This is an optimization exercise on Yosys and OpenROAD, whose aim is small area, a short achievable clock period and few clock cycles, not a production implementation. RTL that was checked went through simulation tests only; none was proved equivalent to the original. For runs 1 and 2, only the layout was checked, not whether the RTL still works. Power is estimated from default activity; no workload was simulated.

## design/flow/config.mk

```make
export PLATFORM = sky130hd
export DESIGN_NAME = prc
export DESIGN_NICKNAME = prc
export VERILOG_FILES = /design/flow/design.v
export SDC_FILE = /design/flow/constraint.sdc
export NUM_CORES = 4
export LEC_CHECK = 0
export CAP_MARGIN = 20
export CORE_MARGIN = 2
export CORE_UTILIZATION = 40
export PLACE_DENSITY = 0.6
export SLEW_MARGIN = 20
```

## design/flow/constraint.sdc

```tcl
create_clock -name core_clock -period 12.0 [get_ports {clk}]
set_input_delay 2.4000 -clock core_clock [delete_from_list [all_inputs] [get_ports {clk}]]
set_output_delay 2.4000 -clock core_clock [all_outputs]
set_load 0.01 [all_outputs]
```

## design/flow/design.v

```verilog
module prc_div (
    input  wire        b,
    input  wire [6:0]  r_in,       
    input  wire [6:0]  x_r,        
    input  wire [15:0] q_in,       
    input  wire [10:0] x_a,        
    output wire [6:0]  r_out,
    output wire [17:0] q_out
);
    wire [8:0]  t  = {r_in, 1'b0} + (b ? {2'd0, x_r} : 9'd0);
    wire        k2 = (t >= 9'd250);
    wire        k1 = (t >= 9'd125) && !k2;
    wire [8:0]  tr = t - (k2 ? 9'd250 : k1 ? 9'd125 : 9'd0);
    assign r_out = tr[6:0];
    wire [17:0] p  = {1'b0, q_in, 1'b0} + (b ? {7'd0, x_a} : 18'd0);
    wire        x1 = k2 | (p[0] & k1);
    reg  [17:0] c;
    integer i;
    always @* begin
        c[0] = 1'b0;
        for (i = 1; i < 18; i = i + 1)
            c[i] = x1 & ((p[17:1] | ~({17{1'b1}} >> (18 - i))) == {17{1'b1}});
    end
    assign q_out = {p[17:1] ^ c[17:1], p[0] ^ k1};
endmodule
module prc (
    input  wire        clk,
    input  wire        rst,             
    input  wire        op_valid,
    input  wire [31:0] op_word,
    output wire        op_ready,
    output reg         resp_valid,
    output reg  [3:0]  resp_code,
    output reg  [15:0] resp_data,
    output reg         ev_pot_write,    
    output reg         ev_gen_freq,     
    output reg         ev_gen_on,       
    output reg         ev_gen_off,      
    output reg         ev_adc_restart,  
    output reg         ev_announce,     
    output wire        out_en,
    output wire [7:0]  pot_pos,
    output wire [15:0] gen_freq
);
    localparam [15:0] DEF_FREQ = 16'd28000;
    localparam [29:0] M_STEP   = 30'd15625;                
    localparam [29:0] M_MAX    = 30'd1023984375;           
    reg [15:0] cfg_freq;
    reg [12:0] cfg_power;
    reg        cfg_runmode;
    reg [15:0] cfg_runticks;
    reg        cfg_ctlmode;
    reg [1:0]  in1_action, in2_action;
    reg        in1_announce, in2_announce;
    reg [15:0] st_freq;
    reg [9:0]  st_duty;
    reg [15:0] st_cur;
    reg [15:0] st_pwr;
    reg [6:0]  st_pos;
    reg [15:0] st_countdown;
    reg        st_en;
    reg        st_estop;
    reg [31:0] pwm_on, pwm_per;
    reg        on_sat, per_sat;
    reg [32:0] pwm_m;           
    reg [6:0]  pwm_ml;          
    reg [1:0]  pwm_phase;
    reg [15:0] cap_t;           
    reg [15:0] cap_low;         
    reg [15:0] pe_d;            
    reg        pe_s2, pe_s3;    
    reg [31:0] adc_sum;
    reg        adc_sat;
    reg [1:0]  adc_ext;         
    reg [15:0] adc_cnt;
    reg        busy;
    reg [5:0]  tcnt;
    reg        m_f, m_a, m_h, m_d, m_pa, m_c, m_pp, m_l, q_d;
    reg        m_f0, m_f16, m_hc;    
    reg        f_ovf, no_pwm, no_adc, p_ovf;
    reg [6:0]  p_r;
    reg [6:0]  p_xr;            
    reg [10:0] p_xa;            
    localparam [3:0] C_SETFREQ = 4'd1, C_SETPWR = 4'd2, C_SETRUN = 4'd3, C_SETCTL = 4'd4,
                     C_SETBIND = 4'd5, C_TURNON = 4'd6, C_TURNOFF = 4'd7, C_SETESTOP = 4'd8,
                     C_SETPOS = 4'd9, C_READREG = 4'd10, C_TICK = 4'd11, C_PWMEDGE = 4'd12,
                     C_ADCDONE = 4'd13, C_INEDGE = 4'd14;
    reg        ir_valid;
    reg        ir_adc;          
    reg [3:0]  ir_code;
    reg [5:0]  ir_f;            
    reg [15:0] ir_imm;          
    assign op_ready = (!busy || m_l) && !(ir_valid && (ir_code == C_TICK));
    assign out_en   = st_en;
    assign pot_pos  = {1'b0, st_pos};
    assign gen_freq = cfg_freq;
    wire [7:0]  i_op  = op_word[31:24];
    wire        i_b16 = op_word[16];
    wire        i_idok = op_word[20] ^ op_word[21];
    wire        i_z2317 = (op_word[23:17] == 7'd0);
    wire        i_z2322 = (op_word[23:22] == 2'd0);
    wire        i_zimm  = (op_word[15:0] == 16'd0);
    reg  [3:0]  i_code;
    always @* begin
        i_code = 4'd0;
        case (i_op)
            8'h01: if (i_z2317 && !i_b16) i_code = C_SETFREQ;
            8'h02: if (i_z2317 && !i_b16) i_code = C_SETPWR;
            8'h03: if (i_z2317) i_code = C_SETRUN;
            8'h04: if (i_z2317 && i_zimm) i_code = C_SETCTL;
            8'h05: if (i_z2322 && !op_word[19] && i_zimm && i_idok) i_code = C_SETBIND;
            8'h06: if (i_z2317 && !i_b16 && i_zimm) i_code = C_TURNON;
            8'h07: if (i_z2317 && !i_b16 && i_zimm) i_code = C_TURNOFF;
            8'h08: if (i_z2317 && i_zimm) i_code = C_SETESTOP;
            8'h09: if (i_z2317 && !i_b16) i_code = C_SETPOS;
            8'h0A: if (op_word[23:20] == 4'd0 && i_zimm) i_code = C_READREG;
            8'h10: if (i_z2317 && !i_b16 && i_zimm) i_code = C_TICK;
            8'h20: if (i_z2317) i_code = C_PWMEDGE;
            8'h30: if (i_z2317 && !i_b16 && op_word[15:10] == 6'd0) i_code = C_ADCDONE;
            8'h40: if (i_z2322 && op_word[19:17] == 3'd0 && i_zimm && i_idok) i_code = C_INEDGE;
            default: ;
        endcase
    end
    wire [15:0] w_imm = ir_imm;
    wire [1:0]  w_id  = ir_f[5:4];
    wire        w_b16 = ir_f[0];
    wire        zimm  = (w_imm == 16'd0);
    wire acc = ir_valid;
    wire op_setfreq = acc && (ir_code == C_SETFREQ);
    wire op_setpwr  = acc && (ir_code == C_SETPWR);
    wire op_setrun  = acc && (ir_code == C_SETRUN);
    wire op_setctl  = acc && (ir_code == C_SETCTL);
    wire op_setbind = acc && (ir_code == C_SETBIND);
    wire op_turnon  = acc && (ir_code == C_TURNON);
    wire op_turnoff = acc && (ir_code == C_TURNOFF);
    wire op_setestop= acc && (ir_code == C_SETESTOP);
    wire op_setpos  = acc && (ir_code == C_SETPOS);
    wire op_readreg = acc && (ir_code == C_READREG);
    wire op_tick    = acc && (ir_code == C_TICK);
    wire op_pwmedge = acc && (ir_code == C_PWMEDGE);
    wire op_adcdone = acc && (ir_code == C_ADCDONE);
    wire op_inedge  = acc && (ir_code == C_INEDGE);
    wire op_good    = acc && (ir_code != 4'd0);
    wire setfreq_rng = (w_imm < 16'd20000) || (w_imm > 16'd40000);
    wire setpwr_rng  = (w_imm > 16'd5000);
    wire setrun_rng  = w_b16 && zimm;
    wire err_res   = acc && (ir_code == 4'd0);
    wire err_estop = op_turnon && st_estop;
    wire err_rng   = (op_setfreq && setfreq_rng) || (op_setpwr && setpwr_rng) ||
                     (op_setrun && setrun_rng);
    reg [15:0] rd_data;
    always @* begin
        case (ir_f[3:0])
            4'h0: rd_data = cfg_freq;
            4'h1: rd_data = {3'd0, cfg_power};
            4'h2: rd_data = cfg_runticks;
            4'h3: rd_data = {14'd0, cfg_ctlmode, cfg_runmode};
            4'h4: rd_data = {9'd0, in2_announce, in2_action, 1'b0, in1_announce, in1_action};
            4'h5: rd_data = st_freq;
            4'h6: rd_data = {6'd0, st_duty};
            4'h7: rd_data = st_cur;
            4'h8: rd_data = st_pwr;
            4'h9: rd_data = {9'd0, st_pos};
            4'hA: rd_data = st_countdown;
            4'hB: rd_data = {14'd0, st_estop, st_en};
            default: rd_data = 16'd0;
        endcase
    end
    wire [1:0] ie_action   = w_id[0] ? in1_action   : in2_action;
    wire       ie_announce = w_id[0] ? in1_announce : in2_announce;
    wire ie_on  = op_inedge && w_b16 && !st_en && !st_estop &&
                  ((ie_action == 2'd1) || (ie_action == 2'd2));
    wire ie_off = op_inedge && (((ie_action == 2'd1) && !w_b16) ||
                                ((ie_action == 2'd2) && w_b16 && st_en) ||
                                ((ie_action == 2'd3) && w_b16));
    wire ie_estop = op_inedge && (ie_action == 2'd3) && w_b16;
    wire turn_on  = (op_turnon && !st_estop && !st_en) || ie_on;
    wire turn_off = op_turnoff || (op_setestop && w_b16) || ie_off;
    wire pe_fall  = op_pwmedge && (pwm_phase == 2'd0) && !w_b16;
    wire pe_rise1 = op_pwmedge && (pwm_phase == 2'd1) && w_b16;
    wire pe_rise2 = op_pwmedge && pwm_phase[1] && w_b16;
    wire [16:0] pe_sub    = (pe_s2 ? {1'b0, pe_d} : {1'b0, w_imm}) -
                            (pe_s2 ? {1'b0, cap_low} : {1'b0, cap_t});
    wire [15:0] pe_diff   = pe_sub[15:0];                   
    wire [15:0] pe_ontime = pe_sub[16] ? 16'd0 : pe_sub[15:0];
    wire [32:0] pe_sum    = {1'b0, pe_s2 ? pwm_per : pwm_on} + {17'd0, pe_d};
    wire [29:0] pe_m      = {pwm_m[22:0], pwm_ml};
    wire        pe_m_max  = (pe_m == M_MAX);
    wire [7:0]  pe_ml_s   = {1'b0, pwm_ml} + 8'd9;
    wire [5:0]  tn     = tcnt + 6'd1;
    wire [31:0] per_v  = pwm_per | {32{per_sat}};
    wire [31:0] on_v   = pwm_on  | {32{on_sat}};
    wire        sgn   = pwm_m[32];
    wire        m_div = m_f || m_d;
    wire [33:0] sa_a  = m_div ? {pwm_m, pwm_ml[6]} :
                        (ir_adc && !busy) ? {2'b0, adc_sum} : {2'b0, pwm_m[31:0]};
    wire [33:0] sa_b  = !busy ? (ir_adc ? {24'd0, ir_imm[9:0]} : {27'd0, 7'd122}) :
                        m_h ? (m_hc ? {2'b0, on_v} : 34'd0) :
                        sgn ? {2'b0, per_v} : ~{2'b0, per_v};
    wire [33:0] sa_s  = sa_a + sa_b + {33'd0, busy ? (m_div && !sgn) : (!ir_adc && pe_ml_s[7])};
    wire        sa_q  = !sa_s[32];
    wire [16:0] av_sh = {adc_ext, adc_sum[31:17]};
    wire [17:0] av_s  = {1'b0, av_sh} - {2'b0, adc_cnt};
    wire        av_q  = !av_s[17];
    wire [15:0] av_r  = av_q ? av_s[15:0] : av_sh[15:0];
    wire [6:0]  on_r;
    wire [17:0] on_q;
    prc_div u_on (
        .b     (q_d),
        .r_in  (p_r),
        .x_r   (p_xr),
        .q_in  (st_pwr),
        .x_a   (p_xa),
        .r_out (on_r),
        .q_out (on_q)
    );
    wire [16:0] avg      = adc_sum[16:0];
    wire        cur_zero = no_adc || (avg <= 17'd512);
    wire        cur_sat  = adc_sum[17] || (avg >= 17'd66048);
    wire [16:0] avg_m    = avg - 17'd512;
    wire        r_lo     = (p_r < 7'd36);
    wire [15:0] cur_v    = cur_zero ? 16'd0 : cur_sat ? 16'hFFFF : avg_m[15:0];
    wire [10:0] cur_a    = cur_zero ? 11'd0 : cur_sat ? 11'd1572 :
                           (st_pwr[10:0] - (r_lo ? 11'd13 : 11'd12));
    wire [6:0]  cur_r    = cur_zero ? 7'd0 : cur_sat ? 7'd105 :
                           (r_lo ? p_r + 7'd89 : p_r - 7'd36);
    wire [9:0]  duty_f  = no_pwm ? 10'd0 : st_duty;
    wire [15:0] pwr_f   = no_pwm ? 16'd0 : p_ovf ? 16'hFFFF : st_pwr;
    wire        pwr_gt  = (pwr_f > {3'd0, cfg_power});
    wire        pwr_lt  = (pwr_f < {3'd0, cfg_power});
    wire        reg_dn  = st_en && !cfg_ctlmode && pwr_gt && (duty_f != 10'd0) && (st_pos != 7'd0);
    wire        reg_up  = st_en && !cfg_ctlmode && pwr_lt && (duty_f <= 10'd900) && (st_pos != 7'd100);
    wire [15:0] cd_next = (st_countdown == 16'd0) ? 16'd0 : st_countdown - 16'd1;
    wire        cd_run  = st_en && cfg_runmode;
    wire        cd_end  = cd_run && (cd_next == 16'd0);
    always @(posedge clk) begin
        ir_code <= i_code;
        ir_adc  <= (i_code == C_ADCDONE);
        ir_f    <= op_word[21:16];
        ir_imm  <= op_word[15:0];
        if (rst) begin
            ir_valid     <= 1'b0;
            cfg_freq     <= DEF_FREQ;
            cfg_power    <= 13'd0;
            cfg_runmode  <= 1'b0;
            cfg_runticks <= 16'd1;
            cfg_ctlmode  <= 1'b0;
            in1_action   <= 2'd0;
            in2_action   <= 2'd0;
            in1_announce <= 1'b0;
            in2_announce <= 1'b0;
            st_freq      <= 16'd0;
            st_duty      <= 10'd0;
            st_cur       <= 16'd0;
            st_pwr       <= 16'd0;
            st_pos       <= 7'd0;
            st_countdown <= 16'd0;
            st_en        <= 1'b0;
            st_estop     <= 1'b1;
            pwm_on       <= 32'd0;
            pwm_per      <= 32'd0;
            on_sat       <= 1'b0;
            per_sat      <= 1'b0;
            pwm_m        <= 33'd0;
            pwm_ml       <= 7'd0;
            pwm_phase    <= 2'd0;
            pe_s2        <= 1'b0;
            pe_s3        <= 1'b0;
            adc_sum      <= 32'd0;
            adc_sat      <= 1'b0;
            adc_ext      <= 2'd0;
            adc_cnt      <= 16'd0;
            busy         <= 1'b0;
            m_f <= 1'b0; m_a <= 1'b0; m_h <= 1'b0; m_d <= 1'b0;
            m_pa <= 1'b0; m_c <= 1'b0; m_pp <= 1'b0; m_l <= 1'b0;
            resp_valid   <= 1'b0;
        end else begin
            ir_valid       <= op_valid && op_ready;
            resp_valid     <= acc && !op_tick;
            resp_code      <= {2'd0, err_estop || err_rng, err_estop || err_res};
            resp_data      <= op_readreg ? rd_data : 16'd0;
            ev_pot_write   <= op_setpos;
            ev_gen_freq    <= op_setfreq && !setfreq_rng;
            ev_gen_on      <= turn_on;
            ev_gen_off     <= turn_off;
            ev_adc_restart <= op_adcdone;
            ev_announce    <= op_inedge && ie_announce;
            if (op_setfreq && !setfreq_rng) cfg_freq <= w_imm;
            if (op_setpwr && !setpwr_rng)   cfg_power <= w_imm[12:0];
            if (op_setrun && !setrun_rng) begin
                cfg_runmode <= w_b16;
                if (w_b16) cfg_runticks <= w_imm;
            end
            if (op_setctl) cfg_ctlmode <= w_b16;
            if (op_setbind && w_id[0]) begin
                in1_action   <= ir_f[1:0];
                in1_announce <= ir_f[2];
            end
            if (op_setbind && w_id[1]) begin
                in2_action   <= ir_f[1:0];
                in2_announce <= ir_f[2];
            end
            if (op_setestop) st_estop <= w_b16;
            if (ie_estop)    st_estop <= 1'b1;
            if (turn_on) begin
                st_en <= 1'b1;
                if (cfg_runmode) st_countdown <= cfg_runticks;
            end
            if (turn_off) begin
                st_en        <= 1'b0;
                st_countdown <= 16'd0;
            end
            if (op_setpos)
                st_pos <= (w_imm > 16'd100) ? 7'd100 : w_imm[6:0];
            if (pe_fall) begin
                cap_t     <= w_imm;
                pwm_phase <= 2'd1;
            end
            if (pe_rise1) begin
                cap_low   <= pe_diff;
                cap_t     <= w_imm;
                pwm_phase <= 2'd2;
            end
            pe_s2 <= pe_rise2;
            pe_s3 <= pe_s2;
            if (pe_rise2) begin
                pe_d      <= pe_diff;
                pwm_phase <= 2'd0;
                if (!pe_m_max) begin
                    pwm_m[22:0] <= sa_s[22:0];
                    pwm_ml      <= pe_ml_s[6:0];
                end
            end
            if (pe_s2) begin
                pwm_per <= pe_sum[31:0];
                if (pe_sum[32]) per_sat <= 1'b1;
                pe_d    <= pe_ontime;
            end
            if (pe_s3) begin
                pwm_on  <= pe_sum[31:0];
                if (pe_sum[32]) on_sat <= 1'b1;
            end
            if (op_adcdone) begin
                adc_sum <= sa_s[31:0];
                if (sa_s[32]) adc_sat <= 1'b1;
                adc_cnt <= (adc_cnt == 16'hFFFF) ? 16'hFFFF : adc_cnt + 16'd1;
            end
            if (op_tick) begin
                busy   <= 1'b1;
                tcnt   <= 6'd0;
                m_f <= 1'b1; m_a <= 1'b1; m_h <= 1'b0; m_d <= 1'b0;
                m_f0 <= 1'b1; m_f16 <= 1'b0; m_hc <= 1'b0;
                m_pa <= 1'b0; m_c <= 1'b0; m_pp <= 1'b0; m_l <= 1'b0;
                no_adc <= (adc_cnt == 16'd0);
                if (adc_sat) adc_sum <= 32'hFFFFFFFF;
                st_pwr <= 16'd0;
                p_r    <= 7'd0;
                p_xr   <= 7'd3;
                p_xa   <= 11'd0;
            end
            if (busy) begin
                tcnt <= tn;
                m_f  <= (tn <= 6'd16);
                m_f0 <= 1'b0;
                m_f16 <= (tn == 6'd16);
                m_hc <= (tn >= 6'd17) && (tn <= 6'd23) && (tn != 6'd18);
                m_a  <= (tn <= 6'd17);
                m_h  <= (tn >= 6'd17) && (tn <= 6'd23);
                m_d  <= (tn >= 6'd24) && (tn <= 6'd33);
                m_pa <= (tn >= 6'd1) && (tn <= 6'd18);
                m_c  <= (tn == 6'd19);
                m_pp <= (tn >= 6'd25) && (tn <= 6'd34);
                m_l  <= (tn == 6'd35);
                q_d  <= m_a ? av_q : sa_q;
            end
            if (m_f) begin
                pwm_m  <= m_f16 ? 33'd0 : sa_s[32:0];
                pwm_ml <= {pwm_ml[5:0], 1'b0};
                if (m_f0) begin
                    f_ovf  <= sa_q;
                    no_pwm <= (pe_m == 30'd0) || ((pwm_per == 32'd0) && !per_sat);
                end else begin
                    st_freq <= {st_freq[14:0], sa_q};
                end
            end
            if (m_h) begin
                pwm_m  <= {1'b0, sa_s[32:1]};
                pwm_ml <= {sa_s[0], pwm_ml[6:1]};
            end
            if (m_d) begin
                pwm_m   <= sa_s[32:0];
                pwm_ml  <= {pwm_ml[5:0], 1'b0};
                st_duty <= {st_duty[8:0], sa_q};
            end
            if (m_a) begin
                {adc_ext, adc_sum[31:18]} <= av_r;
                adc_sum[17:0] <= {adc_sum[16:0], av_q};
            end
            if (m_pa) begin
                st_pwr <= on_q[15:0];
                p_r    <= on_r;
            end
            if (m_c) begin
                st_cur        <= cur_v;
                p_xa          <= cur_a;
                p_xr          <= cur_r;
                st_pwr        <= 16'd0;
                p_r           <= 7'd0;
                p_ovf         <= 1'b0;
            end
            if (m_pp) begin
                st_pwr <= on_q[15:0];
                p_r    <= on_r;
                if (on_q[17:16] != 2'd0) p_ovf <= 1'b1;
            end
            if (m_l) begin
                busy    <= 1'b0;
                m_l     <= 1'b0;
                st_freq <= no_pwm ? 16'd0 : f_ovf ? 16'hFFFF : st_freq;
                st_duty <= duty_f;
                st_pwr  <= pwr_f;
                pwm_on  <= 32'd0;
                pwm_per <= 32'd0;
                on_sat  <= 1'b0;
                per_sat <= 1'b0;
                pwm_m   <= 33'd0;
                pwm_ml  <= 7'd0;
                adc_sum <= 32'd0;
                adc_sat <= 1'b0;
                adc_ext <= 2'd0;
                adc_cnt <= 16'd0;
                if (reg_dn) st_pos <= st_pos - 7'd1;
                if (reg_up) st_pos <= st_pos + 7'd1;
                if (cd_run) st_countdown <= cd_next;
                if (cd_end) st_en <= 1'b0;
                resp_valid   <= 1'b1;
                ev_pot_write <= reg_dn || reg_up;
                ev_gen_off   <= cd_end;
            end
        end
    end
endmodule
```

## design/flow/run.sh

```bash
#!/bin/bash
# synth_recipe.tcl (not shown) runs the flow's synth.tcl, then flattens the netlist and writes it again
# the make line also repeats each setting of config.mk as NAME=value (left out here)
make -C /OpenROAD-flow-scripts/flow DESIGN_CONFIG=/design/flow/config.mk WORK_HOME=/design/flow/orfs CLKGATE_MAP_FILE= SYNTH_SCRIPT=/design/flow/synth_recipe.tcl finish
```

==> out/qor.csv, run 1 <==
metric;value;unit
status;no timing/DRC/antenna violations;
final WL;87.42;mm
Final Worst Setup Slack;6.670;ns
Worst VDD drop;0.09484;mV
synthesized area;0.02890;sq mm
number of global-route vias before repair;23720;
Post-Synth Adder-Cell Area;0.06495;
RR Endpoint;st_freq[0];
fin util;0.4513;
ant diodes;0;
Synth Area in XOR/XNOR;0.05997;
met3 wire length;4.853;mm
Critical-path top delay cell;dfxtp_1;
Max-Cap Viols;0;
cell family with most CP delay;compound AO/OA/AOI/OAI gates;
Max H-tree Level;2;
DR WL/cell;19.69;um
R2R setup slack;6.67;ns
top cells by area, synth;dfxtp_1 (23%), edfxtp_1 (12%), ha_1 (6.0%), nor2_1 (5.8%), mux2i_1 (5.3%);
CTS tree;yes;
post-synthesis instance total;3481;
Ports;88;
vias;26030;
Die ar.;0.07440;sq mm
antenna violations before repair;0;
Post-synth top cells;nor2_1 (443), dfxtp_1 (335), nand2_1 (293), a21oi_1 (230), o21ai_0 (211);
detailed placer's ending HPWL;61.99;mm
Critical Path, Cell by Cell;or2_2, buf_4, o21ai_0, fa_1, fa_1, a211oi_1, o21ai_1, o31ai_1, o22a_1, o21ai_1, o221ai_2, xor2_1, a21oi_1, nor3_1;
Slew HR;0.2526;
DRT met1 WL;41.41;mm
achievable clock frequency;0.1876;GHz
Final Non-Filler Cells;4440;
share of async-settable or async-resettable flops after synthesis;0;
Worst-path clk slew;0.06;ns
CP max FO;66;
Place WS;6.416;ns
Final Power;0.003292;W
Setup violations, final;0;
Worst Tran Pin Value;1.121;ns
RSZ-0062 raised after global routing;false;
Tmin final;5.330;ns
final slew viol count;0;
crit path launch type;flip-flop;
Synth Area in Simple Gates;0.2002;
Yosys reg bits;446;
row count;98;
GRT Total Usage;0.2278;
CTS root buf;clkbuf_16;
CP peak stage delay;0.81;ns
Initial Util;0.4042;
IO buf count;84;
final hold violation count;0;
global-route wire length before repair;136.9;mm
Critical Path RT;12.51;ns
clk buf depth;3;
Avg Cell Area, Syn;8.301;sq um
CTS resizes;0;
pin count of the biggest net entering global routing;78;
crit end category;flip-flop;
post-synthesis mux area share;0.06703;
Core Area;0.07149;sq mm
Post-route DRC;0;
leakage;12.10;nW
worst reg2reg path depth;14;
RD Place Congestion;0.9314;
post-synth top area cell;dfxtp_1;
Worst Hold Class;reg2reg;
most common cell in the synthesized netlist;nor2_1;
Final Skew;0.02672;ns
# placed instances;4344;
Die H;272.8;um
dominant synthesized flop cell;dfxtp_1;
drt pass-1 iters;7;
critical path depth;14;
nets;3628;
met2 WL;38.76;mm
reg2reg start;m_d;
Routed Antenna Nets;0;
DRT iter0 DRCs;2250;
arrival time of the worst setup path;5.84;ns
Power per Cell Area;102.0;mW/mm^2
Synth Area in Compound Gates;0.2127;
Hold-fix buffers, CTS;0;
Die X;272.8;um
Synth Warn #;2;
CP Capture Point;st_freq[0];
max layer used;met4;
Distinct cells, synth;99;
Skew-Pair Late Insertion Delay;0.61;ns
postcts setup bufs;0;
Inserted Clock Buffers;51;
vias per cell;5.862;
CTS Sinks;446;
post-synthesis sequential area ratio;0.3474;
Synth top area share;0.2321;
CP startpoint;m_d;
Fin Setup TNS;0;ns
Crit Path Category;reg2reg;
GRT overflow;0;
Tcrit/Tclk final;0.4442;
EDFF count, synth;111;
main combinational cell family by area after synthesis;compound AO/OA/AOI/OAI gates;
layout cell share with drive strength beyond 1;0.06476;
Area growth syn-to-layout;11.66;%
CP Buf/Inv Count;1;
[stage by stage]
step | area, sq um | hold WS, ns
floorplan | 28900 | 0.4064
global route | 32260 | 0.5038
finish | 32260 | 0.4720
detailed placement | 30490 | 0.4642
CTS | 32240 | 0.4726
global placement | 30490 | 0.4618
[area by class of cell]
| cell class | count | area (sq um) |
|---|---|---|
| clock buffers | 74 | 1567 |
| clock inverters | 21 | 180.2 |
| fillers | 7081 | 39220 |
| inverters | 136 | 510.5 |
| multi-input cells | 2684 | 17580 |
| flip-flops and latches | 446 | 10050 |
| well taps | 950 | 1189 |
| repair buffers | 129 | 1189 |
[worst min path at each step]
| stage | start | endpoint | slack [ns] | cells past startpoint |
|---|---|---|---|---|
| after floorplan | ir_imm[10] | cap_t[10] | 0.41 | 0 |
| after global placement | st_cur[5] | st_cur[5] | 0.46 | 2 |
| after detailed placement | st_cur[5] | st_cur[5] | 0.46 | 2 |
| after CTS | st_cur[5] | st_cur[5] | 0.47 | 2 |
| after global routing | st_cur[4] | st_cur[4] | 0.50 | 2 |
| final | st_cur[1] | st_cur[1] | 0.47 | 2 |
[worst reg2reg max path, cell delays in order, from the launching register on]
cell and delay, ns:
dfxtp_1 0.81, or2_2 0.23, buf_4 0.44, o21ai_0 0.25, fa_1 0.51, fa_1 0.44
a211oi_1 0.22, o21ai_1 0.15, o31ai_1 0.44, o22a_1 0.33, o21ai_1 0.15, o221ai_2 0.28
xor2_1 0.65, a21oi_1 0.16, nor3_1 0.19
[where the power goes]
| group | switching, W | total [W] | internal [W] | leakage (nW) |
|---|---|---|---|---|
| Combinational | 0.0000660 | 0.000106 | 0.0000403 | 7.51 |
| Clock | 0.000673 | 0.00162 | 0.000951 | 0.870 |
| Sequential | 0.0000165 | 0.00156 | 0.00155 | 3.72 |
| Total | 0.000756 | 0.00329 | 0.00254 | 12.1 |
[flip-flops by register name (all words and copies together) (netlist names), 10 cells and up]
| signal | flops |
|---|---|
| adc_cnt | 16 |
| adc_sum | 32 |
| cap_low | 16 |
| cap_t | 16 |
| cfg_freq | 16 |
| cfg_power | 13 |
| cfg_runticks | 16 |
| ir_imm | 16 |
| p_xa | 11 |
| pe_d | 16 |
| pwm_m | 33 |
| pwm_on | 32 |
| pwm_per | 32 |
| resp_data | 16 |
| st_countdown | 16 |
| st_cur | 16 |
| st_duty | 10 |
| st_freq | 16 |
| st_pwr | 16 |
[cells by family after synthesis]
| group | count (synthesis) |
|---|---|
| AND/OR/NAND/NOR | 1232 |
| XOR/XNOR | 197 |
| other | 1 |
| multiplexers | 189 |
| flip-flops | 446 |
| adder cells (fa/ha/maj) | 146 |
| AO/OA/AOI/OAI | 917 |
| buffers and inverters | 353 |
[metal layers]
metal	GRT usage	up-vias
li1	-	12660
met1	0.3329	12490
met2	0.3527	760
met3	0.02161	118
met4	0.07071	0
met5	0	-
[placed cells by master (no fill, tap or decap), drive strengths merged, types with 29 or more instances in the layout]
| master | synthesis | routed |
|---|---|---|
| nor2 | 443 | 443 |
| dfxtp | 335 | 335 |
| nand2 | 293 | 293 |
| a21oi | 230 | 230 |
| o21ai | 221 | 221 |
| mux2i | 153 | 153 |
| ha | 138 | 138 |
| inv | 132 | 134 |
| edfxtp | 111 | 111 |
| xnor2 | 104 | 104 |
| nor3 | 102 | 102 |
| xor2 | 93 | 93 |
| clkdlybuf4s50 | 0 | 83 |
| nand3 | 80 | 80 |
| clkbuf | 176 | 74 |
| a221oi | 57 | 57 |
| o211ai | 55 | 55 |
| nor4 | 51 | 51 |
| nor2b | 46 | 46 |
| buf | 41 | 46 |
| a211oi | 41 | 41 |
| and2 | 37 | 37 |
| mux2 | 36 | 36 |
| a31oi | 35 | 35 |
| and3 | 35 | 35 |
| nand4 | 34 | 34 |
| a22oi | 34 | 34 |
| a21o | 29 | 29 |
==> run 2: changes to the inputs <==
==> design/flow/flow/run.sh (new file) <==
#!/bin/bash
set -euo pipefail
bash standard.sh SETUP_SLACK_MARGIN=7.8 finish > standard_make.log 2>&1
==> design/flow/standard.sh (new file) <==
#!/bin/bash
# synth_recipe.tcl (not shown) runs the flow's synth.tcl, then flattens the netlist and writes it again
# the make line also repeats each setting of config.mk as NAME=value (left out here)
make -C /OpenROAD-flow-scripts/flow DESIGN_CONFIG=/design/flow/config.mk WORK_HOME=/design/flow/orfs CLKGATE_MAP_FILE= SYNTH_SCRIPT=/design/flow/synth_recipe.tcl "${@:-finish}"
removed: design/flow/run.sh
==> out/qor.csv, run 2 <==
metric;value;unit
status;no timing/DRC/antenna violations;
most frequent cells in the layout;nor2_1 (439), dfxtp_1 (321), nand2_1 (291);
Place WS;6.635;ns
Critical Path RT;9.60;ns
Power per Cell Area;100.5;mW/mm^2
layout cell share with drive strength beyond 1;0.09111;
GRT overflow;0;
vias;26140;
Die X;272.8;um
post-synth top area cell;dfxtp_1;
RSZ-0062 raised after global routing;true;
Worst Tran Pin Value;1.060;ns
Worst Hold Class;reg2reg;
leakage;12.43;nW
met3 wire length;5.980;mm
Routed Antenna Nets;0;
leading cell type in the layout, fill and taps excluded;nor2_1;
Worst-path clk slew;0.06;ns
CTS tree;yes;
DRT iter0 DRCs;2563;
final WL;90.02;mm
Slew HR;0.2925;
Final Skew;0.03494;ns
Largest register FFs;33;
arrival time of the worst setup path;1.78;ns
Fin Setup TNS;0;ns
Post-synth top cells;nor2_1 (443), dfxtp_1 (335), nand2_1 (293), a21oi_1 (230), o21ai_0 (211);
Core Area;0.07149;sq mm
dominant synthesized flop cell;dfxtp_1;
GRT Total Usage;0.2343;
cell mode on critical path;buf_12;
crit end category;primary output;
Tcrit/Tclk final;0.3484;
Distinct cells, synth;99;
Critical-path top delay cell;dfxtp_4;
reg2reg start;busy;
ant diodes;0;
most common cell in the synthesized netlist;nor2_1;
RR Endpoint;adc_sum[31];
synthesized area;0.02890;sq mm
number of global-route vias before repair;24310;
Max H-tree Level;2;
drt pass-1 iters;8;
final slew viol count;0;
Die H;272.8;um
final hold violation count;0;
top cells by area, synth;dfxtp_1 (23%), edfxtp_1 (12%), ha_1 (6.0%), nor2_1 (5.8%), mux2i_1 (5.3%);
Synth Warn #;2;
detailed placer's ending HPWL;62.61;mm
Worst VDD drop;0.1098;mV
Yosys reg bits;446;
post-synthesis instance total;3481;
Post-route DRC;0;
Max-Cap Viols;0;
# placed instances;4342;
max layer used;met5;
Setup violations, final;0;
CP max FO;8;
cell family with most CP delay;buffers and inverters;
Crit Path Category;reg2out;
CTS root buf;clkbuf_16;
Inserted Clock Buffers;53;
RD Place Congestion;0.8879;
global-route wire length before repair;140.1;mm
Critical Path, Cell by Cell;buf_12, clkinvlp_4, buf_12, a21oi_4, buf_2;
CP peak stage delay;0.37;ns
DRT met1 WL;41.78;mm
Die ar.;0.07440;sq mm
Top reg by flops;pwm_m;
CP Capture Point;op_ready;
DR WL/cell;20.08;um
antenna violations before repair;2;
share of async-settable or async-resettable flops after synthesis;0;
met2 WL;39.38;mm
row count;98;
Final Worst Setup Slack;7.819;ns
Skew-Pair Late Insertion Delay;0.63;ns
Avg Cell Area, Syn;8.301;sq um
EDFF count, synth;111;
Initial Util;0.4042;
pin count of the biggest net entering global routing;79;
Area growth syn-to-layout;14.65;%
IO buf count;84;
clk buf depth;3;
R2R setup slack;7.91;ns
Final Non-Filler Cells;4484;
nets;3672;
Synth top area share;0.2321;
Tmin final;4.181;ns
fin util;0.4634;
post-synthesis sequential area ratio;0.3474;
CTS Sinks;446;
CP startpoint;m_l;
critical path depth;5;
crit path launch type;flip-flop;
worst reg2reg path depth;15;
vias per cell;5.829;
CP Buf/Inv Count;4;
final hold slack;0.4869;ns
achievable clock frequency;0.2392;GHz
Ports;88;
Hold-fix buffers, CTS;0;
## run 2: cell counts after synthesis
No cell type changed its count.
## run 2: final cells by class
class	instances	area (sq um)
timing repair buffer	168	1675
timing repair inverter	2	15.01
multi-input combinational	2685	17900
clock buffer	73	1483
fill	6963	38360
sequential	446	10070
inverter	136	521.8
clock inverter	24	276.5
tap	950	1189
## run 2: routing by layer
| metal | up-vias | track usage |
|---|---|---|
| li1 | 12750 | - |
| met1 | 12390 | 0.3363 |
| met2 | 842 | 0.3577 |
| met3 | 154 | 0.03532 |
| met4 | 2 | 0.07909 |
| met5 | - | 0 |
## run 2: power by group
part	total, W	leakage [nW]	switching, W	internal (W)
Sequential	0.00156	3.72	0.0000179	0.00154
Combinational	0.000107	7.83	0.0000666	0.0000407
Clock	0.00166	0.877	0.000685	0.000973
## run 2: tightest hold or removal path: cells and delay by family (launching register included)
| family | cells | cell delay (ns) |
|---|---|---|
| AO/OA/AOI/OAI | 1 | 0.05 |
| flip-flops | 1 | 0.33 |
| AND/OR/NAND/NOR | 1 | 0.06 |
## run 2: what timing repair did
action | 4_1_cts | 5_1_grt
pin swaps | 8 | 14
hold endpoints to repair | 0 | 0
gates cloned | 5 | 1
endpoints found under the setup margin | 115 | 94
setup buffers | 18 | 21
gates resized for setup | 56 | 51
## run 2: worst min-delay path by stage
stage | cells after the start | slack, ns | start | endpoint
finish | 2 | 0.49 | st_cur[6] | st_cur[6]
global route | 1 | 0.51 | adc_sat | adc_sat
CTS | 2 | 0.49 | st_cur[6] | st_cur[6]
detailed placement | 1 | 0.48 | adc_sat | adc_sat
global placement | 2 | 0.48 | st_cur[6] | st_cur[6]
floorplan | 0 | 0.41 | ir_imm[10] | cap_t[10]
## run 2: logic make-up (layout without fill, tap and decap cells)
kind of cell	count (synthesis)	after routing	synth area share
multiplexers	189	189	0.06703
AND/OR/NAND/NOR	1232	1233	0.2002
adder cells (fa/ha/maj)	146	146	0.06495
other	1	3	0.0001298
XOR/XNOR	197	197	0.05997
flip-flops	446	446	0.3474
buffers and inverters	353	403	0.04750
AO/OA/AOI/OAI	917	917	0.2127
## run 2: through the flow
| stage | cell area, sq um | power, W |
|---|---|---|
| global placement | 30490 | 0.001700 |
| CTS | 32690 | 0.003356 |
| finish | 33130 | 0.003328 |
| floorplan | 28930 | 0.001647 |
| detailed placement | 30490 | 0.001700 |
| global route | 33130 | 0.003419 |
==> run 3: changes to the inputs <==
--- a/design/flow/design.v
+++ b/design/flow/design.v
@@ -90,7 +90,8 @@
     reg [3:0]  ir_code;
     reg [5:0]  ir_f;            
     reg [15:0] ir_imm;          
-    assign op_ready = (!busy || m_l) && !(ir_valid && (ir_code == C_TICK));
+    reg        r_ready;
+    assign op_ready = r_ready;
     assign out_en   = st_en;
     assign pot_pos  = {1'b0, st_pos};
     assign gen_freq = cfg_freq;
@@ -183,11 +184,16 @@
                             (pe_s2 ? {1'b0, cap_low} : {1'b0, cap_t});
     wire [15:0] pe_diff   = pe_sub[15:0];                   
     wire [15:0] pe_ontime = pe_sub[16] ? 16'd0 : pe_sub[15:0];
-    wire [32:0] pe_sum    = {1'b0, pe_s2 ? pwm_per : pwm_on} + {17'd0, pe_d};
+    wire [16:0] av_sh     = {adc_ext, adc_sum[31:17]};
+    wire [31:0] pe_opa    = m_a ? {15'd0, av_sh} : pe_s2 ? pwm_per : pwm_on;
+    wire [31:0] pe_opb    = m_a ? {16'hFFFF, ~adc_cnt} : {16'd0, pe_d};
+    wire [32:0] pe_sum    = {1'b0, pe_opa} + {1'b0, pe_opb} + {32'd0, m_a};
     wire [29:0] pe_m      = {pwm_m[22:0], pwm_ml};
     wire        pe_m_max  = (pe_m == M_MAX);
     wire [7:0]  pe_ml_s   = {1'b0, pwm_ml} + 8'd9;
     wire [5:0]  tn     = tcnt + 6'd1;
+    wire        busy_n = op_tick || (busy && !m_l);
+    wire        m_l_n  = busy && (tn == 6'd35);
     wire [31:0] per_v  = pwm_per | {32{per_sat}};
     wire [31:0] on_v   = pwm_on  | {32{on_sat}};
     wire        sgn   = pwm_m[32];
@@ -199,10 +205,9 @@
                         sgn ? {2'b0, per_v} : ~{2'b0, per_v};
     wire [33:0] sa_s  = sa_a + sa_b + {33'd0, busy ? (m_div && !sgn) : (!ir_adc && pe_ml_s[7])};
     wire        sa_q  = !sa_s[32];
-    wire [16:0] av_sh = {adc_ext, adc_sum[31:17]};
-    wire [17:0] av_s  = {1'b0, av_sh} - {2'b0, adc_cnt};
-    wire        av_q  = !av_s[17];
-    wire [15:0] av_r  = av_q ? av_s[15:0] : av_sh[15:0];
+    wire        sa_qz = sa_q && !no_pwm;       
+    wire        av_q  = pe_sum[32];
+    wire [15:0] av_r  = av_q ? pe_sum[15:0] : av_sh[15:0];
     wire [6:0]  on_r;
     wire [17:0] on_q;
     prc_div u_on (
@@ -224,8 +229,8 @@
                            (st_pwr[10:0] - (r_lo ? 11'd13 : 11'd12));
     wire [6:0]  cur_r    = cur_zero ? 7'd0 : cur_sat ? 7'd105 :
                            (r_lo ? p_r + 7'd89 : p_r - 7'd36);
-    wire [9:0]  duty_f  = no_pwm ? 10'd0 : st_duty;
-    wire [15:0] pwr_f   = no_pwm ? 16'd0 : p_ovf ? 16'hFFFF : st_pwr;
+    wire [9:0]  duty_f  = st_duty;
+    wire [15:0] pwr_f   = st_pwr | {16{p_ovf}};
     wire        pwr_gt  = (pwr_f > {3'd0, cfg_power});
     wire        pwr_lt  = (pwr_f < {3'd0, cfg_power});
     wire        reg_dn  = st_en && !cfg_ctlmode && pwr_gt && (duty_f != 10'd0) && (st_pos != 7'd0);
@@ -271,11 +276,13 @@
             adc_ext      <= 2'd0;
             adc_cnt      <= 16'd0;
             busy         <= 1'b0;
+            r_ready      <= 1'b1;
             m_f <= 1'b0; m_a <= 1'b0; m_h <= 1'b0; m_d <= 1'b0;
             m_pa <= 1'b0; m_c <= 1'b0; m_pp <= 1'b0; m_l <= 1'b0;
             resp_valid   <= 1'b0;
         end else begin
             ir_valid       <= op_valid && op_ready;
+            r_ready        <= (!busy_n || m_l_n) && !(op_valid && op_ready && (i_code == C_TICK));
             resp_valid     <= acc && !op_tick;
             resp_code      <= {2'd0, err_estop || err_rng, err_estop || err_res};
             resp_data      <= op_readreg ? rd_data : 16'd0;
@@ -348,7 +355,7 @@
             if (op_tick) begin
                 busy   <= 1'b1;
                 tcnt   <= 6'd0;
-                m_f <= 1'b1; m_a <= 1'b1; m_h <= 1'b0; m_d <= 1'b0;
+                m_f <= 1'b1; m_a <= 1'b0; m_h <= 1'b0; m_d <= 1'b0;
                 m_f0 <= 1'b1; m_f16 <= 1'b0; m_hc <= 1'b0;
                 m_pa <= 1'b0; m_c <= 1'b0; m_pp <= 1'b0; m_l <= 1'b0;
                 no_adc <= (adc_cnt == 16'd0);
@@ -364,23 +371,23 @@
                 m_f0 <= 1'b0;
                 m_f16 <= (tn == 6'd16);
                 m_hc <= (tn >= 6'd17) && (tn <= 6'd23) && (tn != 6'd18);
-                m_a  <= (tn <= 6'd17);
+                m_a  <= (tn >= 6'd1) && (tn <= 6'd18);
                 m_h  <= (tn >= 6'd17) && (tn <= 6'd23);
                 m_d  <= (tn >= 6'd24) && (tn <= 6'd33);
-                m_pa <= (tn >= 6'd1) && (tn <= 6'd18);
-                m_c  <= (tn == 6'd19);
+                m_pa <= (tn >= 6'd2) && (tn <= 6'd19);
+                m_c  <= (tn == 6'd20);
                 m_pp <= (tn >= 6'd25) && (tn <= 6'd34);
                 m_l  <= (tn == 6'd35);
-                q_d  <= m_a ? av_q : sa_q;
+                q_d  <= m_a ? av_q : sa_qz;
             end
             if (m_f) begin
                 pwm_m  <= m_f16 ? 33'd0 : sa_s[32:0];
                 pwm_ml <= {pwm_ml[5:0], 1'b0};
                 if (m_f0) begin
                     f_ovf  <= sa_q;
-                    no_pwm <= (pe_m == 30'd0) || ((pwm_per == 32'd0) && !per_sat);
+                    no_pwm <= (pwm_per == 32'd0) && !per_sat;
                 end else begin
-                    st_freq <= {st_freq[14:0], sa_q};
+                    st_freq <= {st_freq[14:0], sa_qz};
                 end
             end
             if (m_h) begin
@@ -390,7 +397,7 @@
             if (m_d) begin
                 pwm_m   <= sa_s[32:0];
                 pwm_ml  <= {pwm_ml[5:0], 1'b0};
-                st_duty <= {st_duty[8:0], sa_q};
+                st_duty <= {st_duty[8:0], sa_qz};
             end
             if (m_a) begin
                 {adc_ext, adc_sum[31:18]} <= av_r;
@@ -416,7 +423,7 @@
             if (m_l) begin
                 busy    <= 1'b0;
                 m_l     <= 1'b0;
-                st_freq <= no_pwm ? 16'd0 : f_ovf ? 16'hFFFF : st_freq;
+                st_freq <= st_freq | {16{f_ovf && !no_pwm}};
                 st_duty <= duty_f;
                 st_pwr  <= pwr_f;
                 pwm_on  <= 32'd0;
==> out/qor.csv, run 3 <==
metric;value;unit
CTS Sinks;447;
Fin Setup TNS;0;ns
share of async-settable or async-resettable flops after synthesis;0;
Final Skew;0.02488;ns
cell family with most CP delay;buffers and inverters;
DR WL/cell;20.52;um
reg2reg start;m_h;
number of global-route vias before repair;23410;
post-synthesis sequential area ratio;0.3577;
DRT iter0 DRCs;2416;
Worst-path clk slew;0.06;ns
CTS root buf;clkbuf_16;
clk buf depth;3;
Critical-path top delay cell;clkdlybuf4s50_1;
post-synthesis instance total;3371;
most frequent cells in the layout;nor2_1 (350), nand2_1 (345), dfxtp_1 (327);
R2R setup slack;7.93;ns
top cells by area, synth;dfxtp_1 (24%), edfxtp_1 (12%), mux2i_1 (6.5%), ha_1 (5.3%), nor2_1 (4.7%);
Post-route DRC;0;
Critical Path, Cell by Cell;clkdlybuf4s50_1;
RR Endpoint;adc_sum[31];
ant diodes;0;
arrival time of the worst setup path;1.82;ns
row count;97;
Synth top area share;0.2391;
Tmin final;4.218;ns
Post-synth top cells;nor2_1 (352), nand2_1 (345), dfxtp_1 (336), o21ai_0 (246), a21oi_1 (235);
Max-Cap Viols;0;
Initial Util;0.4030;
RSZ-0062 raised after global routing;true;
nets;3525;
CTS tree;yes;
crit end category;primary output;
Critical Path RT;9.60;ns
EDFF count, synth;111;
Largest register FFs;33;
Worst Tran Pin Value;1.038;ns
Die X;269.2;um
synthesized area;0.02813;sq mm
Worst Hold Class;reg2reg;
final hold violation count;0;
Top reg by flops;pwm_m;
CP peak stage delay;0.63;ns
Inserted Clock Buffers;50;
final WL;89.17;mm
Tcrit/Tclk final;0.3515;
Routed Antenna Nets;0;
final slew viol count;0;
pin count of the biggest net entering global routing;93;
global-route wire length before repair;137.6;mm
Skew-Pair Late Insertion Delay;0.61;ns
most common cell in the synthesized netlist;nor2_1;
Synth Warn #;2;
Core Area;0.06979;sq mm
Hold EP;st_cur[8];
Power per Cell Area;104.2;mW/mm^2
detailed placer's ending HPWL;62.36;mm
Max H-tree Level;2;
CP max FO;7;
vias per cell;5.872;
achievable clock frequency;0.2371;GHz
post-synth top area cell;dfxtp_1;
Crit Path Category;reg2out;
RD Place Congestion;0.8862;
Avg Cell Area, Syn;8.344;sq um
Die ar.;0.07246;sq mm
worst reg2reg path depth;15;
leading cell type in the layout, fill and taps excluded;nor2_1;
Setup violations, final;0;
Hold Startpoint;st_cur[8];
Distinct cells, synth;102;
CP startpoint;st_pos[6];
vias;25520;
Worst VDD drop;0.09962;mV
Yosys reg bits;447;
Die H;269.2;um
CP Buf/Inv Count;1;
leakage;11.98;nW
status;no timing/DRC/antenna violations;
GRT overflow;0;
GRT Total Usage;0.2348;
Hold Path Stages;2;
drt pass-1 iters;6;
antenna violations before repair;1;
layout cell share with drive strength beyond 1;0.08602;
Area growth syn-to-layout;13.75;%
dominant synthesized flop cell;dfxtp_1;
crit path launch type;flip-flop;
Slew HR;0.3082;
Ports;88;
Final Power;0.003333;W
IO buf count;84;
-- run 3: cell types whose count changed after synthesis, moves of 19 or more --
| cell | before | now |
|---|---|---|
| ha_1 | 138 | 119 |
| a222oi_1 | 28 | 8 |
| inv_1 | 132 | 92 |
| mux2i_1 | 153 | 184 |
| a211oi_1 | 39 | 62 |
| nor2_1 | 443 | 352 |
| o21ai_0 | 211 | 246 |
| xnor2_1 | 103 | 64 |
| nand2_1 | 293 | 345 |
-- run 3: logic make-up (layout without fill, tap and decap cells) --
family	Yosys count	after routing	share of synthesized area
flip-flops	447	447	0.3577
adder cells (fa/ha/maj)	126	126	0.05792
buffers and inverters	312	345	0.04275
multiplexers	207	207	0.07469
AO/OA/AOI/OAI	947	947	0.2199
other	1	3	0.0001333
AND/OR/NAND/NOR	1169	1169	0.1965
XOR/XNOR	162	162	0.05044
-- run 3: metal layers --
layer	wire, um	vias to the layer above	global-route usage
met5	0	-	0
met4	2065	0	0.06469
met3	5523	129	0.03322
met2	40300	814	0.3670
met1	41280	12280	0.3370
li1	-	12300	-
-- run 3: worst max-delay path by stage --
stage | endpoint | cells after the start
final | pot_pos[6] | 1
after global routing | adc_sum[31] | 15
after global placement | adc_sum[31] | 5
after detailed placement | adc_sum[31] | 5
after floorplan | p_xa[0] | 4
after CTS | p_r[5] | 18
-- run 3: timing repair --
item,CTS,global route
hold buffers,0,0
gates cloned,0,1
endpoints found under the setup margin,118,92
buffers inserted,11,13
gates resized for setup,30,34
endpoints found under the hold margin,0,0
pin swaps,4,9
-- run 3: layout make-up --
type / instances / area, sq um
flip-flops and latches: 447 / 10080
inverters: 97 / 365.4
fillers: 6853 / 37790
clock buffers: 73 / 1460
clock inverters: 21 / 270.3
well taps: 940 / 1176
multi-input cells: 2614 / 17130
repair buffers: 154 / 1514
-- run 3: stage by stage --
stage	hold WS, ns	utilization	instances	area, sq um	worst slack (ns)
2_1_floorplan	0.4064	-	3373	28170	7.775
3_3_place_gp	0.4585	0.4261	4226	29740	7.014
3_5_place_dp	0.4590	0.4261	4226	29740	7.005
4_1_cts	0.4686	0.4542	4331	31700	7.809
5_1_grt	0.4933	0.4585	4346	31990	7.761
6_report	0.4689	0.4585	4346	31990	7.782
-- run 3: where the power goes --
part           leakage (nW)  internal, W  total, W  switching [W]
clock network         0.857     0.000974   0.00163       0.000660
registers              3.76      0.00155   0.00157      0.0000219
logic                  7.36    0.0000505  0.000127      0.0000762
total                  12.0      0.00258   0.00333       0.000758
Testbench counts of run 3, summed over its fixed seeds: cycles 57,204.
==> run 4: changes to the inputs <==
--- a/design/flow/config.mk
+++ b/design/flow/config.mk
@@ -8,5 +8,8 @@
 export CAP_MARGIN = 20
 export CORE_MARGIN = 2
 export CORE_UTILIZATION = 40
+export CTS_BUF_LIST = sky130_fd_sc_hd__clkbuf_8
+export CTS_CLUSTER_DIAMETER = 60
+export CTS_CLUSTER_SIZE = 16
 export PLACE_DENSITY = 0.6
 export SLEW_MARGIN = 20
==> out/qor.csv, run 4 <==
metric;value;unit
status;no timing/DRC/antenna violations;
Worst Hold Class;reg2reg;
Worst-path clk slew;0.10;ns
CTS Sinks;447;
most frequent cells in the layout;nor2_1 (351), nand2_1 (345), dfxtp_1 (321);
drt pass-1 iters;6;
Inserted Clock Buffers;43;
worst reg2reg path depth;15;
Post-route DRC;0;
Die ar.;0.07246;sq mm
EDFF count, synth;111;
DR WL/cell;20.56;um
Critical Path, Cell by Cell;buf_6, buf_6, nand2_1, o21ai_0, a22oi_1, ha_1, nand2_1, o311ai_2, o21a_1, a21o_1, a211oi_4, o311ai_1, xor2_1, mux2_2, a32o_1;
GRT overflow;0;
layout cell share with drive strength beyond 1;0.08587;
Power per Cell Area;89.54;mW/mm^2
CP peak stage delay;0.40;ns
antenna violations before repair;3;
CTS tree;yes;
post-synthesis sequential area ratio;0.3577;
global-route wire length before repair;137.6;mm
Final Skew;0.04092;ns
achievable clock frequency;0.2434;GHz
row count;97;
Crit Path Category;reg2reg;
Max H-tree Level;2;
Ports;88;
clk buf depth;3;
fin util;0.4482;
crit path launch type;flip-flop;
Worst Tran Pin Value;1.045;ns
Initial Util;0.4030;
Tmin final;4.108;ns
Area growth syn-to-layout;11.20;%
most common cell in the synthesized netlist;nor2_1;
fin area;0.03128;sq mm
vias;25510;
Tcrit/Tclk final;0.3423;
Yosys reg bits;447;
final WL;89.03;mm
Routed Antenna Nets;0;
Hold-fix buffers, CTS;0;
R2R setup slack;7.89;ns
Synth top area share;0.2391;
dominant synthesized flop cell;dfxtp_1;
Seq pwr share;0.561;
Switching Share;0.2547;
Max-Cap Viols;0;
Hold EP;st_cur[7];
Top reg by flops;pwm_m;
nets;3516;
detailed placer's ending HPWL;62.36;mm
Largest register FFs;33;
GRT Total Usage;0.2346;
RR Endpoint;adc_sum[31];
Avg Cell Area, Syn;8.344;sq um
final hold violation count;0;
Distinct cells, synth;102;
Die X;269.2;um
Comb pwr share;0.045;
final hold slack;0.4755;ns
Critical Path RT;12.56;ns
synthesized area;0.02813;sq mm
Skew-Pair Late Insertion Delay;0.66;ns
IO buf count;84;
Clk pwr share;0.394;
Fin Setup TNS;0;ns
number of global-route vias before repair;23370;
Post-synth top cells;nor2_1 (352), nand2_1 (345), dfxtp_1 (336), o21ai_0 (246), a21oi_1 (235);
Die H;269.2;um
Core Area;0.06979;sq mm
crit end category;flip-flop;
arrival time of the worst setup path;4.66;ns
Placement Cell Area;0.02974;sq mm
top cells by area, synth;dfxtp_1 (24%), edfxtp_1 (12%), mux2i_1 (6.5%), ha_1 (5.3%), nor2_1 (4.7%);
leakage;11.63;nW
Hold Startpoint;st_cur[7];
pin count of the biggest net entering global routing;93;
DRT iter0 DRCs;2462;
Setup violations, final;0;
post-synth top area cell;dfxtp_1;
post-synthesis instance total;3371;
Critical-path top delay cell;o311ai_1;
P_sw;0.0007134;W
Hold Path Stages;2;
leading cell type in the layout, fill and taps excluded;nor2_1;
CP max FO;33;
RSZ-0062 raised after global routing;true;
vias per cell;5.892;
share of async-settable or async-resettable flops after synthesis;0;
reg2reg start;m_h;
internal cell power;0.002087;W
RD Place Congestion;0.8862;
CTS root buf;clkbuf_8;
Synth Warn #;2;
Slew HR;0.3025;
Worst VDD drop;0.09206;mV
final slew viol count;0;
## run 4: layer usage
layer  share of wire  track usage  vias to the layer above
li1                -            -                    12270
met1            0.46       0.3345                    12230
met2            0.45       0.3682                      877
met3           0.067      0.03509                      133
met5               0            0                        -
met4           0.025      0.06380                        0
## run 4: how the worst max path moves through the flow
stage | startpoint | to | slack [ns] | depth (start not counted)
5_1_grt | m_h | adc_sum[31] | 7.71 | 15
3_5_place_dp | rst | adc_sum[31] | 7.01 | 5
2_1_floorplan | rst | p_xa[0] | 7.77 | 4
4_1_cts | ir_adc | pwm_m[24] | 7.81 | 15
6_report | m_h | adc_sum[31] | 7.89 | 15
3_3_place_gp | rst | adc_sum[31] | 7.01 | 5
## run 4: logic make-up after synthesis
| group | synth area share |
|---|---|
| buffers and inverters | 0.04275 |
| AND/OR/NAND/NOR | 0.1965 |
| XOR/XNOR | 0.05044 |
| flip-flops | 0.3577 |
| multiplexers | 0.07469 |
| adder cells (fa/ha/maj) | 0.05792 |
| AO/OA/AOI/OAI | 0.2199 |
| other | 0.0001333 |
## run 4: layout make-up
cell class	instances	area, sq um
multi-input combinational	2614	17140
antenna	1	2.502
clock inverter	33	354.1
fill	6953	38510
tap	940	1176
timing repair buffer	152	1518
clock buffer	46	633.1
sequential	447	10090
inverter	97	366.6
## run 4: metrics by stage
step / worst slack [ns] / power [W] / instances
finish: 7.892 / 0.002801 / 4330
global route: 7.714 / 0.002893 / 4330
CTS: 7.812 / 0.002823 / 4318
detailed placement: 7.005 / 0.001729 / 4226
global placement: 7.014 / 0.001728 / 4226
floorplan: 7.775 / 0.001670 / 3373
## run 4: power by group through the flow
stage	clock [W]	combinational [W]	sequential (W)
after floorplan	0	0.0000776	0.00159
after global placement	0	0.000123	0.00160
after detailed placement	0	0.000124	0.00160
after CTS	0.00113	0.000125	0.00157
after global routing	0.00119	0.000136	0.00157
final	0.00110	0.000126	0.00157
## run 4: worst max-delay path, delay by kind of cell (launching register included)
family,cells,cell delay [ns]
compound gates,8,1.96
xor+xnor,1,0.20
fa+ha+maj,1,0.39
buf+inv,2,0.57
flops,1,0.34
mux,1,0.30
simple gates,2,0.20
## run 4: repair_timing
action	CTS	global route
resized for setup	38	36
gates cloned	0	2
setup buffers	13	8
pin swaps	5	12
setup endpoints to repair	129	88
==> run 5: changes to the inputs <==
==> design/flow/flow/run.sh (replaced) <==
#!/bin/bash
set -euo pipefail
bash standard.sh SETUP_SLACK_MARGIN=8.1 finish > standard_make.log 2>&1
==> out/qor.csv, run 5 <==
metric;value;unit
status;no timing/DRC/antenna violations;
GRT Total Usage;0.2377;
pin count of the biggest net entering global routing;73;
CTS tree;yes;
final WL;92.57;mm
Post-route DRC;0;
Switching Share;0.2641;
Synth top area share;0.2391;
Seq pwr share;0.577;
number of global-route vias before repair;24010;
Die ar.;0.07246;sq mm
most frequent cells in the layout;nor2_1 (346), nand2_1 (342), dfxtp_1 (306);
Final Non-Filler Cells;4403;
RR Endpoint;st_pwr[15];
Ports;88;
leading cell type in the layout, fill and taps excluded;nor2_1;
Fin Setup TNS;0;ns
Largest register FFs;33;
antenna violations before repair;2;
post-synth top area cell;dfxtp_1;
final hold violation count;0;
Worst Hold Class;reg2reg;
Post-synth top cells;nor2_1 (352), nand2_1 (345), dfxtp_1 (336), o21ai_0 (246), a21oi_1 (235);
Distinct cells, synth;102;
Worst-path clk slew;0.11;ns
Power per Cell Area;83.85;mW/mm^2
detailed placer's ending HPWL;62.38;mm
Critical Path, Cell by Cell;buf_6, and2_4, ha_4, inv_2, fa_2, nor2b_1, o21a_1, or3_1, nand4_1, buf_4, o311a_4, nor2b_4, buf_4, ha_4, inv_4, o311ai_4, and3b_2, nand4_4, or4_1, nand3_1;
Max-Cap Viols;0;
CP max FO;7;
Yosys reg bits;447;
crit end category;flip-flop;
register area;0.01013;sq mm
R2R setup slack;8.01;ns
Comb pwr share;0.047;
fillers;6882;
post-synthesis instance total;3371;
Synth Warn #;2;
worst reg2reg path depth;20;
Hold Path Stages;2;
synthesized area;0.02813;sq mm
Tcrit/Tclk final;0.3326;
achievable clock frequency;0.2506;GHz
layout cell share with drive strength beyond 1;0.1254;
crit path launch type;flip-flop;
dominant synthesized flop cell;dfxtp_1;
# placed instances;4220;
Crit Path Category;reg2reg;
EDFF count, synth;111;
Skew-Pair Late Insertion Delay;0.67;ns
Max H-tree Level;2;
internal cell power;0.001997;W
CTS Sinks;447;
Hold EP;st_cur[7];
Clk pwr share;0.376;
Worst VDD drop;0.1042;mV
share of async-settable or async-resettable flops after synthesis;0;
Die X;269.2;um
arrival time of the worst setup path;4.60;ns
Area growth syn-to-layout;15.08;%
Top reg by flops;pwm_m;
IO buf count;84;
drt pass-1 iters;8;
top cells by area, synth;dfxtp_1 (24%), edfxtp_1 (12%), mux2i_1 (6.5%), ha_1 (5.3%), nor2_1 (4.7%);
post-synthesis sequential area ratio;0.3577;
P_sw;0.0007168;W
DRT iter0 DRCs;2386;
Inserted Clock Buffers;42;
Avg Cell Area, Syn;8.344;sq um
Tmin final;3.991;ns
final slew viol count;0;
Die H;269.2;um
CTS root buf;clkbuf_8;
DR WL/cell;21.02;um
multi-input logic area;0.01757;sq mm
Initial Util;0.4030;
vias per cell;5.959;
RD Place Congestion;0.9065;
Critical Path RT;12.61;ns
RSZ-0062 raised after global routing;true;
nets;3588;
Core Area;0.06979;sq mm
row count;97;
global-route wire length before repair;139.3;mm
vias;26240;
clk buf depth;3;
most common cell in the synthesized netlist;nor2_1;
Critical-path top delay cell;or4_1;
reg2reg start;q_d;
Placement Cell Area;0.02973;sq mm
fin area;0.03237;sq mm
GRT overflow;0;
leakage;12.27;nW
Worst Tran Pin Value;1.122;ns
Hold Startpoint;st_cur[7];
Hold-fix buffers, CTS;0;
Routed Antenna Nets;0;
Final Skew;0.05863;ns
CP peak stage delay;0.51;ns
Slew HR;0.2514;
Setup violations, final;0;
[run 5: cell count changes in the layout (fill, tap and decap cells not counted), sizes merged]
cell,previous run,this run
a21oi,237,238
buf,67,129
bufbuf,0,1
bufinv,5,1
clkbuf,48,53
clkdlybuf4s50,83,33
clkinv,5,8
clkinvlp,4,3
diode,1,2
dlygate4sd2,0,50
inv,116,117
or2,23,27
[run 5: critical path: cells and delay by family, from the launching register on]
family                   cells  cell delay, ns
AND/OR/NAND/NOR              9            1.72
adder cells (fa/ha/maj)      3            0.65
buffers and inverters        5            0.53
flip-flops                   1            0.36
AO/OA/AOI/OAI                3            0.68
[run 5: what timing repair did]
action                     4_1_cts  5_1_grt
gates cloned                     5        8
buffers inserted                28       62
resized for setup              149      107
pin swaps                       20       53
setup endpoints to repair      254      106
[run 5: cell type report]
type                            count  share of cell area
Multi-Input combinational cell   2619              0.5427
Sequential cell                   447              0.3129
Tap cell                          940             0.03634
Antenna cell                        2           0.0001546
Clock buffer                       46             0.01956
Inverter                           97             0.01164
Timing Repair Buffer              220             0.06904
Clock inverter                     32            0.007654
[run 5: per-layer routing]
layer	up-vias	GRT usage	wire length (um)
li1	12410	-	-
met1	12620	0.3395	42090
met2	1026	0.3735	41470
met3	181	0.02894	6194
met4	0	0.07321	2809
met5	-	0	0
[run 5: cells by family (layout without fill, tap and decap cells)]
group / Yosys count / count (layout) / share of synthesized area
other cells: 1 / 5 / 0.0001333
simple gates: 1169 / 1173 / 0.1965
xor+xnor: 162 / 162 / 0.05044
buf+inv: 312 / 395 / 0.04275
mux: 207 / 207 / 0.07469
fa+ha+maj: 126 / 126 / 0.05792
compound gates: 947 / 948 / 0.2199
flops: 447 / 447 / 0.3577
[run 5: metrics by stage]
stage	power [W]	hold slack [ns]	setup slack (ns)	util
4_1_cts	0.002731	0.4765	8.104	0.4475
2_1_floorplan	0.001670	0.4064	8.107	-
3_5_place_dp	0.001729	0.4623	6.404	0.4260
6_report	0.002714	0.4768	8.009	0.4638
3_3_place_gp	0.001728	0.4616	6.395	0.4259
5_1_grt	0.002796	0.4909	7.877	0.4638
[run 5: worst max-delay path by stage]
stage / start / end / slack, ns / depth (start not counted)
CTS: m_a / pwm_per[31] / 8.10 / 13
finish: q_d / st_pwr[15] / 8.01 / 20
global placement: rst / adc_sum[30] / 6.40 / 6
global route: q_d / p_r[5] / 7.88 / 20
detailed placement: rst / adc_sum[30] / 6.40 / 6
floorplan: rst / cap_low[0] / 8.11 / 3
[run 5: power groups by stage]
stage / clock network, W / registers [W] / logic (W)
floorplan: 0 / 0.00159 / 0.0000777
global placement: 0 / 0.00160 / 0.000125
detailed placement: 0 / 0.00160 / 0.000126
CTS: 0.00104 / 0.00157 / 0.000127
global route: 0.00109 / 0.00157 / 0.000138
finish: 0.00102 / 0.00157 / 0.000128
==> run 6: changes to the inputs <==
--- a/design/flow/config.mk
+++ b/design/flow/config.mk
@@ -8,7 +8,7 @@
 export CAP_MARGIN = 20
 export CORE_MARGIN = 2
 export CORE_UTILIZATION = 40
-export CTS_BUF_LIST = sky130_fd_sc_hd__clkbuf_8
+export CTS_BUF_LIST = sky130_fd_sc_hd__clkbuf_8 sky130_fd_sc_hd__clkbuf_16
 export CTS_CLUSTER_DIAMETER = 60
 export CTS_CLUSTER_SIZE = 16
 export PLACE_DENSITY = 0.6
==> out/qor.csv, run 6 <==
metric;value;unit
status;no timing/DRC/antenna violations;
post-synth top area cell;dfxtp_1;
GRT overflow;0;
Tcrit/Tclk final;0.3380;
Core Area;0.06979;sq mm
CTS Sinks;447;
crit path launch type;flip-flop;
Final Power;0.003080;W
Critical Path RT;12.55;ns
ant diodes;0;
Yosys reg bits;447;
Critical-path top delay cell;edfxtp_1;
fillers;6756;
final hold violation count;0;
Max-Cap Viols;0;
global-route wire length before repair;140.3;mm
Top reg by flops;pwm_m;
Distinct cells, synth;102;
Worst VDD drop;0.09343;mV
RSZ-0062 raised after global routing;true;
Power per Cell Area;93.36;mW/mm^2
detailed placer's ending HPWL;62.38;mm
row count;97;
CTS tree;yes;
CP Buf/Inv Count;5;
nets;3584;
vias per cell;5.949;
Crit Path Category;reg2reg;
Area growth syn-to-layout;17.30;%
vias;26160;
Placement Cell Area;0.02973;sq mm
antenna violations before repair;0;
fin util;0.4728;
number of global-route vias before repair;24070;
drt pass-1 iters;7;
Die H;269.2;um
Synth top area share;0.2391;
Tmin final;4.056;ns
Die ar.;0.07246;sq mm
Routed Antenna Nets;0;
leakage;12.59;nW
CTS root buf;clkbuf_16;
CP max FO;6;
Hold Path Stages;2;
Skew-Pair Late Insertion Delay;0.61;ns
EDFF count, synth;111;
post-synthesis instance total;3371;
Fin Setup TNS;0;ns
share of async-settable or async-resettable flops after synthesis;0;
RD Place Congestion;0.9065;
Final Skew;0.03543;ns
Worst Hold Class;reg2reg;
Worst Tran Pin Value;1.132;ns
cell mode on critical path;buf_6;
layout cell share with drive strength beyond 1;0.1255;
final WL;92.65;mm
leading cell type in the layout, fill and taps excluded;nor2_1;
Synth Warn #;2;
IO buf count;84;
post-synthesis sequential area ratio;0.3577;
final hold slack;0.4732;ns
dominant synthesized flop cell;dfxtp_1;
Hold-fix buffers, CTS;0;
CP peak stage delay;0.54;ns
Largest register FFs;33;
Die X;269.2;um
Max H-tree Level;2;
most frequent cells in the layout;nor2_1 (347), nand2_1 (341), dfxtp_1 (311);
Slew HR;0.2447;
synthesized area;0.02813;sq mm
top cells by area, synth;dfxtp_1 (24%), edfxtp_1 (12%), mux2i_1 (6.5%), ha_1 (5.3%), nor2_1 (4.7%);
achievable clock frequency;0.2465;GHz
Post-route DRC;0;
Critical Path, Cell by Cell;buf_6, buf_6, and2_4, ha_4, nor2b_4, o21a_4, buf_6, o2111a_1, a211oi_4, o31a_1, nor2b_4, buf_6, ha_4, inv_4, o311ai_4, and3b_2, nand4_4, or4_1, nand3_1;
worst reg2reg path depth;19;
fin area;0.03299;sq mm
Post-synth top cells;nor2_1 (352), nand2_1 (345), dfxtp_1 (336), o21ai_0 (246), a21oi_1 (235);
cell family with most CP delay;simple AND/OR/NAND/NOR gates;
Worst-path clk slew;0.07;ns
crit end category;flip-flop;
DRT iter0 DRCs;2705;
Ports;88;
GRT Total Usage;0.2393;
Inserted Clock Buffers;42;
final slew viol count;0;
most common cell in the synthesized netlist;nor2_1;
pin count of the biggest net entering global routing;73;
critical path depth;19;
Initial Util;0.4030;
Avg Cell Area, Syn;8.344;sq um
DR WL/cell;21.07;um
clk buf depth;3;
Setup violations, final;0;
arrival time of the worst setup path;4.61;ns
==> run 6: layout make-up <==
| type | count | area [sq um] | share of cell area |
|---|---|---|---|
| multi-input combinational | 2618 | 17690 | 0.5363 |
| sequential | 447 | 10120 | 0.3068 |
| timing repair buffer | 217 | 2252 | 0.06826 |
| tap | 940 | 1176 | 0.03565 |
| clock buffer | 47 | 1142 | 0.03462 |
| inverter | 97 | 376.6 | 0.01141 |
| clock inverter | 31 | 227.7 | 0.006902 |
==> run 6: logic make-up (layout without fill, tap and decap cells) <==
family / count (synthesis) / count (layout) / share of synthesized area
and+or+nand+nor: 1169 / 1173 / 0.1965
AOI/OAI and AO/OA: 947 / 947 / 0.2199
DFF: 447 / 447 / 0.3577
buffers and inverters: 312 / 392 / 0.04275
muxes: 207 / 207 / 0.07469
xor gates and xnor gates: 162 / 162 / 0.05044
adders and majority gates: 126 / 126 / 0.05792
other: 1 / 3 / 0.0001333
==> run 6: what timing repair did <==
item | CTS | global route
endpoints found under the setup margin | 230 | 122
pin swaps | 32 | 56
resized for setup | 143 | 122
cloned | 5 | 6
setup buffers | 33 | 55
==> run 6: final timing paths <==
path	slack, ns	from	end
max reg2reg	7.94	q_d	st_pwr[15]
max	7.94	q_d	st_pwr[15]
min	0.47	st_cur[7]	st_cur[7]
min reg2reg	0.47	st_cur[7]	st_cur[7]
==> run 6: layer usage <==
layer,part of all wire,global-route usage,up-vias
li1,-,-,12420
met1,0.46,0.3425,12630
met3,0.063,0.02805,167
met5,0,0,-
met2,0.45,0.3776,944
met4,0.028,0.07027,0
==> run 6: power breakdown <==
| part | total, W | internal (W) | switching, W |
|---|---|---|---|
| Combinational | 0.000131 | 0.0000512 | 0.0000794 |
| Clock | 0.00138 | 0.000707 | 0.000676 |
| Sequential | 0.00157 | 0.00155 | 0.0000197 |
==> run 6: worst min-delay path, delay by kind of cell (launching register included) <==
family / cells / cell delay (ns)
compound gates: 1 / 0.05
simple gates: 1 / 0.06
flops: 1 / 0.32
==> run 6: per-stage QoR <==
step / setup WS, ns / cells
after global placement: 6.395 / 4220
after detailed placement: 6.404 / 4220
final: 7.944 / 4397
after global routing: 7.824 / 4397
after CTS: 8.023 / 4336
after floorplan: 8.107 / 3373

Setup slack of run 6, layout unchanged: 7.944 ns with ideal ports, 7.944 ns with driving cells assumed (clock clkbuf_16, inputs buf_2), 7.560 ns with port delays also shifted by the 0.655 ns mid clock arrival.
